Background: an optimization exercise with open tools, aiming at small area and few clock cycles. Do not read the settings as production practice.
Function was checked by simulation only, so behaviour that the tests miss may differ from the original.
Power is estimated from default activity; no workload was simulated.

$ cat design/flow/design.v
module mec_scan (
    input  wire [63:0] v,
    input  wire [6:0]  w,
    output reg  [6:0]  len
);
    reg        p;
    reg [63:0] below;    
    reg [63:0] diff;     
    reg        found;
    reg [5:0]  pos;      
    reg [6:0]  run;
    integer    i;
    always @* begin
        p     = 1'b0;
        below = 64'd0;
        diff  = 64'd0;
        found = 1'b0;
        pos   = 6'd0;
        run   = 7'd0;
        len   = 7'd0;
        if (w >= 7'd2 && w <= 7'd64) begin
            p     = v[w[5:0] - 6'd1];
            below = ~(64'hFFFF_FFFF_FFFF_FFFF << (w - 7'd1));
            diff  = (v ^ {64{p}}) & below;
            for (i = 0; i < 64; i = i + 1) begin
                if (diff[i]) begin
                    found = 1'b1;
                    pos   = i[5:0];
                end
            end
            if (found) begin
                run = w - 7'd1 - {1'b0, pos};
                len = {run[5:0], 1'b1};
            end
        end
    end
endmodule
module mec_core (
    input  wire        CLK,
    input  wire        RST,
    input  wire        CMD_VALID,
    output wire        CMD_READY,
    input  wire [15:0] CMD,
    input  wire [63:0] A_VAL,
    input  wire [6:0]  A_LEN,
    input  wire [63:0] B_VAL,
    input  wire [6:0]  B_LEN,
    input  wire [31:0] S0,
    input  wire [31:0] S1,
    input  wire [63:0] BIN,
    output reg  [63:0] R_VAL,
    output reg  [6:0]  R_LEN,
    output reg  [63:0] Q_VAL,
    output reg  [6:0]  Q_LEN,
    output reg  [31:0] R_SCL,
    output reg  [63:0] BOUT,
    output wire [31:0] STATUS
);
    localparam [3:0] OP_ENC   = 4'h1, OP_CLEN  = 4'h2, OP_DEC   = 4'h3,
                     OP_LEAD  = 4'h4, OP_EQ    = 4'h5, OP_CAT   = 4'h6,
                     OP_SPLIT = 4'h7, OP_ALIGN = 4'h8, OP_WRITE = 4'h9,
                     OP_READ  = 4'hA;
    localparam [2:0] C_OK = 3'd0, C_MALFORMED = 3'd1, C_NOSPACE = 3'd2,
                     C_CONTRACT = 3'd3, C_REJECTED = 3'd4;
    localparam [3:0] M_NO_MARKER = 4'd1, M_OVERRUN = 4'd2,
                     M_EMPTY_SOURCE = 4'd3, M_ZERO_COUNT = 4'd4;
    localparam [3:0] X_BAD_OPCODE = 4'd1, X_RESERVED_BITS = 4'd2,
                     X_BAD_LENGTH = 4'd3, X_ENC_RANGE = 4'd4,
                     X_BAD_WINDOW = 4'd5, X_NOT_A_CODE = 4'd6,
                     X_EMPTY_CODEWORD = 4'd7, X_CAT_OVERFLOW = 4'd8;
    localparam [63:0] ONES = 64'hFFFF_FFFF_FFFF_FFFF;
    reg        busy;
    reg        fault;
    reg [3:0]  fcause;
    reg [2:0]  code;
    reg [3:0]  cause;
    reg [15:0] l_cmd;
    reg [63:0] l_a_val;
    reg [6:0]  l_a_len;
    reg [63:0] l_b_val;
    reg [6:0]  l_b_len;
    reg [31:0] l_s0;
    reg [31:0] l_s1;
    reg [63:0] l_bin;
    reg        rd_active;
    reg [6:0]  rd_used;
    reg [4:0]  rd_found;
    assign CMD_READY = ~busy;
    assign STATUS    = {16'd0, fcause, 2'b00, busy, fault, cause, 1'b0, code};
    function [63:0] mask;
        input [6:0] n;
        begin
            mask = ~(ONES << n);
        end
    endfunction
    function [31:0] cct;
        input [4:0] k;
        begin
            cct = (32'd2 << k) - 32'd2;
        end
    endfunction
    function [7:0] rev8;
        input [7:0] b;
        integer j;
        begin
            for (j = 0; j < 8; j = j + 1)
                rev8[j] = b[7 - j];
        end
    endfunction
    wire [3:0]  op    = l_cmd[3:0];
    wire        hi    = l_cmd[4];
    wire        a_ok  = (l_a_len <= 7'd64);
    wire        b_ok  = (l_b_len <= 7'd64);
    wire [63:0] a_c   = l_a_val & mask(l_a_len);    
    wire [63:0] b_c   = l_b_val & mask(l_b_len);    
    wire [6:0]  a_win = (op == OP_CLEN) ? l_s0[6:0] : l_a_len;
    wire [6:0]  a_scan;
    mec_scan u_scan_a (.v(a_c), .w(a_win), .len(a_scan));
    reg  [63:0] acc;
    reg  [3:0]  rd_n;
    integer     bi;
    always @* begin
        rd_n = (l_s0 > 32'd8) ? 4'd8 : l_s0[3:0];
        acc  = 64'd0;
        for (bi = 0; bi < 8; bi = bi + 1)
            if (bi < rd_n)
                acc = (acc << 8) | {56'd0, rev8(l_bin[8*bi +: 8])};
    end
    wire [6:0]  rd_total = {rd_n, 3'b000};             
    wire [6:0]  rd_win   = rd_total - rd_used;         
    wire [6:0]  rd_scan;
    mec_scan u_scan_rd (.v(acc), .w(rd_win), .len(rd_scan));
    reg         done;           
    reg [2:0]   n_code;
    reg [3:0]   n_cause;
    reg [63:0]  n_r_val;
    reg [6:0]   n_r_len;
    reg [63:0]  n_q_val;
    reg [6:0]   n_q_len;
    reg [31:0]  n_scl;
    reg [63:0]  n_bout;
    reg [6:0]   n_rd_used;
    reg [4:0]   n_rd_found;
    reg [4:0]   enc_k;
    reg [31:0]  enc_off;
    reg [63:0]  enc_val;
    reg [4:0]   dec_k;
    reg [63:0]  dec_pay;
    reg [6:0]   sp_rest;
    reg [2:0]   al_pad;
    reg [63:0]  al_val;
    reg [6:0]   al_len;
    reg [63:0]  wr_top;
    reg [3:0]   wr_n;
    reg [6:0]   rd_new_used;
    integer     k, li;
    always @* begin
        done       = 1'b1;
        n_code     = C_OK;
        n_cause    = 4'd0;
        n_r_val    = 64'd0;
        n_r_len    = 7'd0;
        n_q_val    = 64'd0;
        n_q_len    = 7'd0;
        n_scl      = 32'd0;
        n_bout     = 64'd0;
        n_rd_used  = rd_used;
        n_rd_found = rd_found;
        enc_k       = 5'd0;
        enc_off     = 32'd0;
        enc_val     = 64'd0;
        dec_k       = 5'd0;
        dec_pay     = 64'd0;
        sp_rest     = 7'd0;
        al_pad      = 3'd0;
        al_val      = 64'd0;
        al_len      = 7'd0;
        wr_top      = 64'd0;
        wr_n        = 4'd0;
        rd_new_used = 7'd0;
        if (fault) begin
            n_code = C_REJECTED;
        end else if (op == 4'h0 || op > OP_READ) begin
            n_code  = C_CONTRACT;
            n_cause = X_BAD_OPCODE;
        end else if (l_cmd[15:5] != 11'd0 || (op != OP_ENC && hi)) begin
            n_code  = C_CONTRACT;
            n_cause = X_RESERVED_BITS;
        end else if (op != OP_ENC && op != OP_READ && !a_ok) begin
            n_code  = C_CONTRACT;
            n_cause = X_BAD_LENGTH;
        end else if ((op == OP_EQ || op == OP_CAT) && !b_ok) begin
            n_code  = C_CONTRACT;
            n_cause = X_BAD_LENGTH;
        end else begin
            case (op)
            OP_ENC: begin
                if (l_s0 >= cct(5'd31)) begin
                    n_code  = C_CONTRACT;
                    n_cause = X_ENC_RANGE;
                end else begin
                    for (k = 31; k >= 1; k = k - 1)
                        if (cct(k[4:0]) > l_s0)
                            enc_k = k[4:0];
                    enc_off = l_s0 - cct(enc_k - 5'd1);
                    enc_val = ((hi ? mask({2'b00, enc_k}) : 64'd0) << (enc_k + 6'd1))
                            | ({63'd0, ~hi} << enc_k)
                            | {32'd0, enc_off};
                    n_r_val = enc_val;
                    n_r_len = {1'b0, enc_k, 1'b1};
                end
            end
            OP_CLEN: begin
                if (l_s0 > 32'd64) begin
                    n_code  = C_CONTRACT;
                    n_cause = X_BAD_WINDOW;
                end else if (a_scan == 7'd0) begin
                    n_code  = C_MALFORMED;
                    n_cause = M_NO_MARKER;
                end else begin
                    n_scl = {25'd0, a_scan};
                end
            end
            OP_DEC: begin
                if (!(l_a_len[0] && l_a_len > 7'd2 && a_scan == l_a_len)) begin
                    n_code  = C_CONTRACT;
                    n_cause = X_NOT_A_CODE;
                end else begin
                    dec_k = l_a_len[5:1];
                    dec_pay = a_c & mask({2'b00, dec_k});
                    n_scl   = cct(dec_k - 5'd1) + dec_pay[31:0];
                end
            end
            OP_LEAD: begin
                if (l_a_len == 7'd0) begin
                    n_code  = C_CONTRACT;
                    n_cause = X_EMPTY_CODEWORD;
                end else begin
                    n_scl = {31'd0, a_c[l_a_len[5:0] - 6'd1]};
                end
            end
            OP_EQ: begin
                n_scl = {31'd0, (l_a_len == l_b_len) && (a_c == b_c)};
            end
            OP_CAT: begin
                if ({1'b0, l_a_len} + {1'b0, l_b_len} > 8'd64) begin
                    n_code  = C_CONTRACT;
                    n_cause = X_CAT_OVERFLOW;
                end else begin
                    n_r_val = (a_c << l_b_len) | b_c;
                    n_r_len = l_a_len + l_b_len;
                end
            end
            OP_SPLIT: begin
                if (a_scan == 7'd0) begin
                    n_code  = C_MALFORMED;
                    n_cause = M_NO_MARKER;
                end else if (a_scan > l_a_len) begin
                    n_code  = C_MALFORMED;
                    n_cause = M_OVERRUN;
                end else begin
                    sp_rest = l_a_len - a_scan;
                    n_r_val = a_c >> sp_rest;
                    n_r_len = a_scan;
                    n_q_val = a_c & mask(sp_rest);
                    n_q_len = sp_rest;
                end
            end
            OP_ALIGN, OP_WRITE: begin
                al_pad = 3'd0 - l_a_len[2:0];
                al_val = a_c << al_pad;
                al_len = l_a_len + {4'd0, al_pad};
                if (op == OP_ALIGN) begin
                    n_r_val = al_val;
                    n_r_len = al_len;
                end else begin
                    wr_n = al_len[6:3];
                    if ({28'd0, wr_n} > l_s0) begin
                        n_code = C_NOSPACE;
                    end else begin
                        wr_top = al_val << (7'd64 - al_len);
                        for (li = 0; li < 8; li = li + 1)
                            if (li < wr_n)
                                n_bout[8*li +: 8] = rev8(wr_top[56 - 8*li +: 8]);
                        n_scl = {28'd0, wr_n};
                    end
                end
            end
            OP_READ: begin
                if (!rd_active) begin
                    if (l_s0 == 32'd0) begin
                        n_code  = C_MALFORMED;
                        n_cause = M_EMPTY_SOURCE;
                    end else if (l_s1 == 32'd0) begin
                        n_code  = C_MALFORMED;
                        n_cause = M_ZERO_COUNT;
                    end else begin
                        done       = 1'b0;
                        n_rd_used  = 7'd0;
                        n_rd_found = 5'd0;
                    end
                end else if (rd_scan == 7'd0) begin
                    n_code  = C_MALFORMED;
                    n_cause = M_NO_MARKER;
                end else if (rd_scan > rd_win) begin
                    n_code  = C_MALFORMED;
                    n_cause = M_OVERRUN;
                end else begin
                    rd_new_used = rd_used + rd_scan;
                    if ({27'd0, rd_found} + 32'd1 == l_s1) begin
                        n_r_val = acc >> (rd_total - rd_new_used);
                        n_r_len = rd_new_used;
                        n_scl   = {25'd0, rd_new_used + 7'd7} >> 3;
                    end else begin
                        done       = 1'b0;
                        n_rd_used  = rd_new_used;
                        n_rd_found = rd_found + 5'd1;
                    end
                end
            end
            default: ;
            endcase
        end
        if (n_code != C_OK) begin
            n_r_val = 64'd0;
            n_r_len = 7'd0;
            n_q_val = 64'd0;
            n_q_len = 7'd0;
            n_scl   = 32'd0;
            n_bout  = 64'd0;
        end
    end
    always @(posedge CLK) begin
        if (!RST && !busy && CMD_VALID) begin
            l_cmd   <= CMD;
            l_a_val <= A_VAL;
            l_a_len <= A_LEN;
            l_b_val <= B_VAL;
            l_b_len <= B_LEN;
            l_s0    <= S0;
            l_s1    <= S1;
            l_bin   <= BIN;
        end
    end
    always @(posedge CLK) begin
        if (busy && !done) begin
            rd_used  <= n_rd_used;
            rd_found <= n_rd_found;
        end
    end
    always @(posedge CLK) begin
        if (RST) begin
            busy      <= 1'b0;
            fault     <= 1'b0;
            fcause    <= 4'd0;
            code      <= C_OK;
            cause     <= 4'd0;
            rd_active <= 1'b0;
            R_VAL     <= 64'd0;
            R_LEN     <= 7'd0;
            Q_VAL     <= 64'd0;
            Q_LEN     <= 7'd0;
            R_SCL     <= 32'd0;
            BOUT      <= 64'd0;
        end else if (!busy) begin
            if (CMD_VALID) begin
                busy      <= 1'b1;
                rd_active <= 1'b0;
            end
        end else if (done) begin
            busy      <= 1'b0;
            rd_active <= 1'b0;
            code      <= n_code;
            cause     <= n_cause;
            R_VAL     <= n_r_val;
            R_LEN     <= n_r_len;
            Q_VAL     <= n_q_val;
            Q_LEN     <= n_q_len;
            R_SCL     <= n_scl;
            BOUT      <= n_bout;
            if (n_code == C_CONTRACT) begin
                fault  <= 1'b1;
                fcause <= n_cause;
            end
        end else begin
            rd_active <= 1'b1;
        end
    end
endmodule
$ cat design/flow/run.sh
#!/bin/bash
# synth_recipe.tcl (not shown) runs the flow's synth.tcl, then flattens the netlist and writes it again
# the make line also repeats each setting of config.mk as NAME=value (left out here)
make -C /OpenROAD-flow-scripts/flow DESIGN_CONFIG=/design/flow/config.mk WORK_HOME=/design/flow/orfs CLKGATE_MAP_FILE= SYNTH_SCRIPT=/design/flow/synth_recipe.tcl finish
$ cat design/flow/config.mk
export PLATFORM = sky130hd
export DESIGN_NAME = mec_core
export DESIGN_NICKNAME = mec_core
export VERILOG_FILES = /design/flow/design.v
export SDC_FILE = /design/flow/constraint.sdc
export NUM_CORES = 4
export LEC_CHECK = 0
export CAP_MARGIN = 30
export CORE_MARGIN = 2
export CORE_UTILIZATION = 30
export SLEW_MARGIN = 20
$ cat design/flow/constraint.sdc
create_clock -name core_clock -period 12.0 [get_ports {CLK}]
set_input_delay 2.4000 -clock core_clock [delete_from_list [all_inputs] [get_ports {CLK}]]
set_output_delay 2.4000 -clock core_clock [all_outputs]
set_load 0.01 [all_outputs]
==> run summary <==
## where the power goes
group | internal (W) | switching [W] | leakage (nW)
Combinational | 0.00149 | 0.00338 | 23.6
Sequential | 0.00204 | 0.0000640 | 4.80
Clock | 0.00122 | 0.000940 | 1.10
Total | 0.00474 | 0.00439 | 29.5
## cells in the mapped netlist (all sizes together), types with 32 or more instances
library cell | instances | area (sq um)
a211oi | 113 | 853
a21o | 64 | 480
a21oi | 785 | 3930
a221oi | 49 | 429
a22o | 55 | 482
a22oi | 54 | 410
a31oi | 99 | 626
a32o | 32 | 320
and2 | 68 | 425
and3 | 41 | 257
buf | 151 | 697
clkbuf | 529 | 1990
dfxtp | 252 | 5040
edfxtp | 298 | 8950
ha | 198 | 2480
inv | 176 | 661
mux2 | 64 | 721
mux2i | 368 | 3690
mux4 | 39 | 878
nand2 | 1131 | 4250
nand2b | 50 | 313
nand3 | 201 | 1010
nand4 | 64 | 422
nor2 | 968 | 3640
nor2b | 54 | 338
nor3 | 171 | 886
nor4 | 68 | 562
o211ai | 172 | 1310
o21a | 81 | 608
o21ai | 1005 | 5050
o221ai | 52 | 455
o22ai | 72 | 450
o31ai | 47 | 363
or3 | 57 | 357
xnor2 | 219 | 1920
xor2 | 56 | 490
## layout make-up
| cell class | count | share of cell area [%] |
|---|---|---|
| clock inverter | 37 | 0.569 |
| sequential | 550 | 18.2 |
| antenna | 17 | 0.0552 |
| inverter | 186 | 0.906 |
| timing repair buffer | 1528 | 17.3 |
| tap | 2656 | 4.31 |
| multi-input combinational | 6988 | 56.3 |
| clock buffer | 86 | 2.39 |
## metrics by stage
step           util, %  instances  power, W  worst slack, ps
3_5_place_dp      37.4      11900   0.00672              700
5_1_grt           38.6      12000   0.00936             32.3
6_report          38.6      12000   0.00913              540
4_1_cts           38.6      12000   0.00889              604
2_1_floorplan        -       8404   0.00455             1140
3_3_place_gp      37.4      11900   0.00676              699
## timing repair
action | CTS | global route
endpoints found under the setup margin | 0 | 149
gates resized for setup | 0 | 6
endpoints found under the hold margin | 0 | 0
setup buffers | 0 | 5
## path summary, 6_finish.rpt
check / start / to / slack [ps]
max: l_a_len[0]$_DFFE_PP_ / R_VAL[27]$_SDFFE_PP0P_ / 540
min: R_VAL[53]$_SDFFE_PP0P_ / R_VAL[53]$_SDFFE_PP0P_ / 450
max reg2reg: l_a_len[0]$_DFFE_PP_ / R_VAL[27]$_SDFFE_PP0P_ / 540
min reg2reg: R_VAL[53]$_SDFFE_PP0P_ / R_VAL[53]$_SDFFE_PP0P_ / 450
## logic make-up (layout without fill, tap and decap cells)
group | after synthesis | count (layout)
buffers and inverters | 866 | 1837
DFF | 550 | 550
AOI/OAI and AO/OA | 3056 | 3056
adders and majority gates | 205 | 205
other | 1 | 36
xor gates and xnor gates | 276 | 276
and+or+nand+nor | 2961 | 2961
muxes | 471 | 471
## worst reg2reg max path, delay by kind of cell (launching register included)
kind	cells	cell delay (ps)
compound gates	24	5360
simple gates	7	1990
fa+ha+maj	5	1800
buf+inv	6	930
flops	1	560
mux	1	510
xor+xnor	1	220
## flip-flops by register name (all words and copies together), names as in the netlist, 32 cells and up
signal,cells
l_s1,32
Q_VAL,64
R_SCL,32
l_bin,64
l_a_val,64
R_VAL,64
l_s0,32
BOUT,64
l_b_val,64
## cell usage in the layout (no fill, tap or decap), types with 55 or more instances in the layout
master              n
o211ai_1          170
o21ai_1            81
clkbuf_16          69
nand4_1            62
ha_1              193
a21oi_1           784
xnor2_1           192
mux2_2             64
nand3_1           198
nor2_1            960
or3_1              57
nand2_1          1131
a22o_1             55
o22ai_1            72
edfxtp_1          298
a211oi_1          112
o21ai_0           901
o21a_1             81
and2_1             65
a31oi_1            98
inv_1             172
dfxtp_1           252
mux2i_1           367
buf_4             934
clkdlybuf4s50_1   539
nor3_1            163
a21o_1             64
## routing by layer
layer  share of wire (%)  global-route usage (%)
met2                  40                    56.1
met3                  12                    13.3
met5                0.16                    1.77
met1                  41                    54.2
met4                 6.5                    22.2
==> flow_metrics.env <==
export IMPL_outcome="complete, no violations"
export IMPL_timing_hold_violations_final=0
export IMPL_synth_seq_cells=550
export IMPL_synthDistinctLibCells=114
export IMPL_cts_clk_slew_worst_paths_ps=60
export IMPL_critPathTopFamily="compound AO/OA/AOI/OAI gates"
export IMPL_ys_warnings_count=2
export IMPL_end_kind="register"
export IMPL_area_growth_syn_to_layout_pct=28.2
export IMPL_coreArea_sq_um=199000
export IMPL_num_vias=76500
export IMPL_hold_depth=2
export IMPL_crit_top_cell="a21oi_1"
export IMPL_required_ps=12620
export IMPL_tightest_slew_ps=1180
export IMPL_fp_dieW_um=451
export IMPL_nFillCells=21000
export IMPL_fin_skew_ps=49.9
export IMPL_slowest_stage="nor2_1"
export IMPL_synth_edff_count=298
export IMPL_ys_flop_type="edfxtp_1"
export IMPL_fmax_ghz=0.0873
export IMPL_critPathLaunchType="register"
export IMPL_rr_worst_depth=44
export IMPL_min_period_over_period_pct=95.5
export IMPL_synthXorXnorAreaFrac_pct=4.05
export IMPL_grt_usage_pct=40.3
export IMPL_grt_pass1_wl_um=580000
export IMPL_grt_pass1_vias=69800
export IMPL_worstPathArrival_ps=12080
export IMPL_synth_area_sq_um=60100
export IMPL_avgSynthCellArea_sq_um=7.16
export IMPL_synth_compound_area_share_pct=32.0
export IMPL_async_flop_share_pct=0
export IMPL_slew_violations=0
export IMPL_irDropWorstVdd_uv=127
export IMPL_cts_inserted_buffers=68
export IMPL_pwr_density_cell_nw_per_um2=119
export IMPL_routed_wl_um=433000
export IMPL_wl_per_cell_um=35.9
export IMPL_layout_min_cycle_time_ps=11460
export IMPL_placed_cell_area_sq_um=74600
export IMPL_antenna_found_initial=39
export IMPL_ys_seq_area_share_pct=23.3
export IMPL_antenna_left=0
export IMPL_io_pins=560
export IMPL_first_iter_violations=12300
export IMPL_grt_ovfl_total=0
export IMPL_rsz0062_at_grt="no"
export IMPL_viasPerCell=6.35
export IMPL_stdcell_area_sq_um=77000
export IMPL_setup_viol=0
export IMPL_firstDrtPassIters=7
export IMPL_fp_dieH_um=451
export IMPL_routabilityCongestion=1.06
export IMPL_tritoncts="yes"
export IMPL_multi_input_area_sq_um=43400
export IMPL_synth_top_family_by_area="compound AO/OA/AOI/OAI gates"
export IMPL_leakage_nw=29.5
export IMPL_drv_cap=0
export IMPL_hp_class="reg2reg"
export IMPL_synth_fa_ha_area_share_pct=4.36
export IMPL_cpPeakStageDelay_ps=640
export IMPL_grt_start_max_net_pins=136
export IMPL_cp_depth=44
export IMPL_start_util_pct=30.1
export IMPL_postCtsHoldBufs=0
export IMPL_finalSetupTns_ps=0
export IMPL_clock_latency_ps=730
export IMPL_drcViolationCount=0
export IMPL_ctsLongestPathBuffers=3
export IMPL_synth_simple_area_share_pct=21.9
export IMPL_synth_area_mux_share_pct=8.80
export IMPL_crit_path_max_fanout=7
export IMPL_crit_type="reg2reg"
export IMPL_path_buf_inv=6
export IMPL_root_buffer="clkbuf_16"
export IMPL_hpwl_um=347000
export IMPL_port_buffer_count=540
export IMPL_htreeDepth=3
export IMPL_holdWs_ps=450
export IMPL_clkSinkCount=550
export IMPL_num_rows=164
export IMPL_seq_area_sq_um=14000
export IMPL_dieArea_sq_um=204000
export IMPL_slew_limit_headroom_pct=21.4
export IMPL_synthCells=8386
export IMPL_drive_above_1_share_pct=14.9
export IMPL_fin_nets=9816
Testbench counts, summed over its fixed seeds: cycles 26,965.

## afterwards: timing with drivers on the ports
The flow's constraints put no driver on any port. The routed layout listed below was extracted and timed again, unchanged, in two steps.
Step 1 assumes that a clkbuf_16 drives the clock port and a buf_2 every other input.
Step 2 also shifts input and output timing later by t, the mid clock arrival at the registers, as if the neighbouring blocks saw the same clock.
Slacks: no drivers / after step 1 / after step 2; pairs: no drivers / after step 1.
shift t [ns]: 0.792
setup WS [ns]: 0.540 / 0.540 / 0.540
worst register clock-pin slew, ns: 0.08 / 0.08
worst slew at a driven data input, ns: 0.15
After both steps this run still meets setup and hold. The setup slack of this run moves by 0.000 ns with the drivers and by 0.000 ns with both steps.
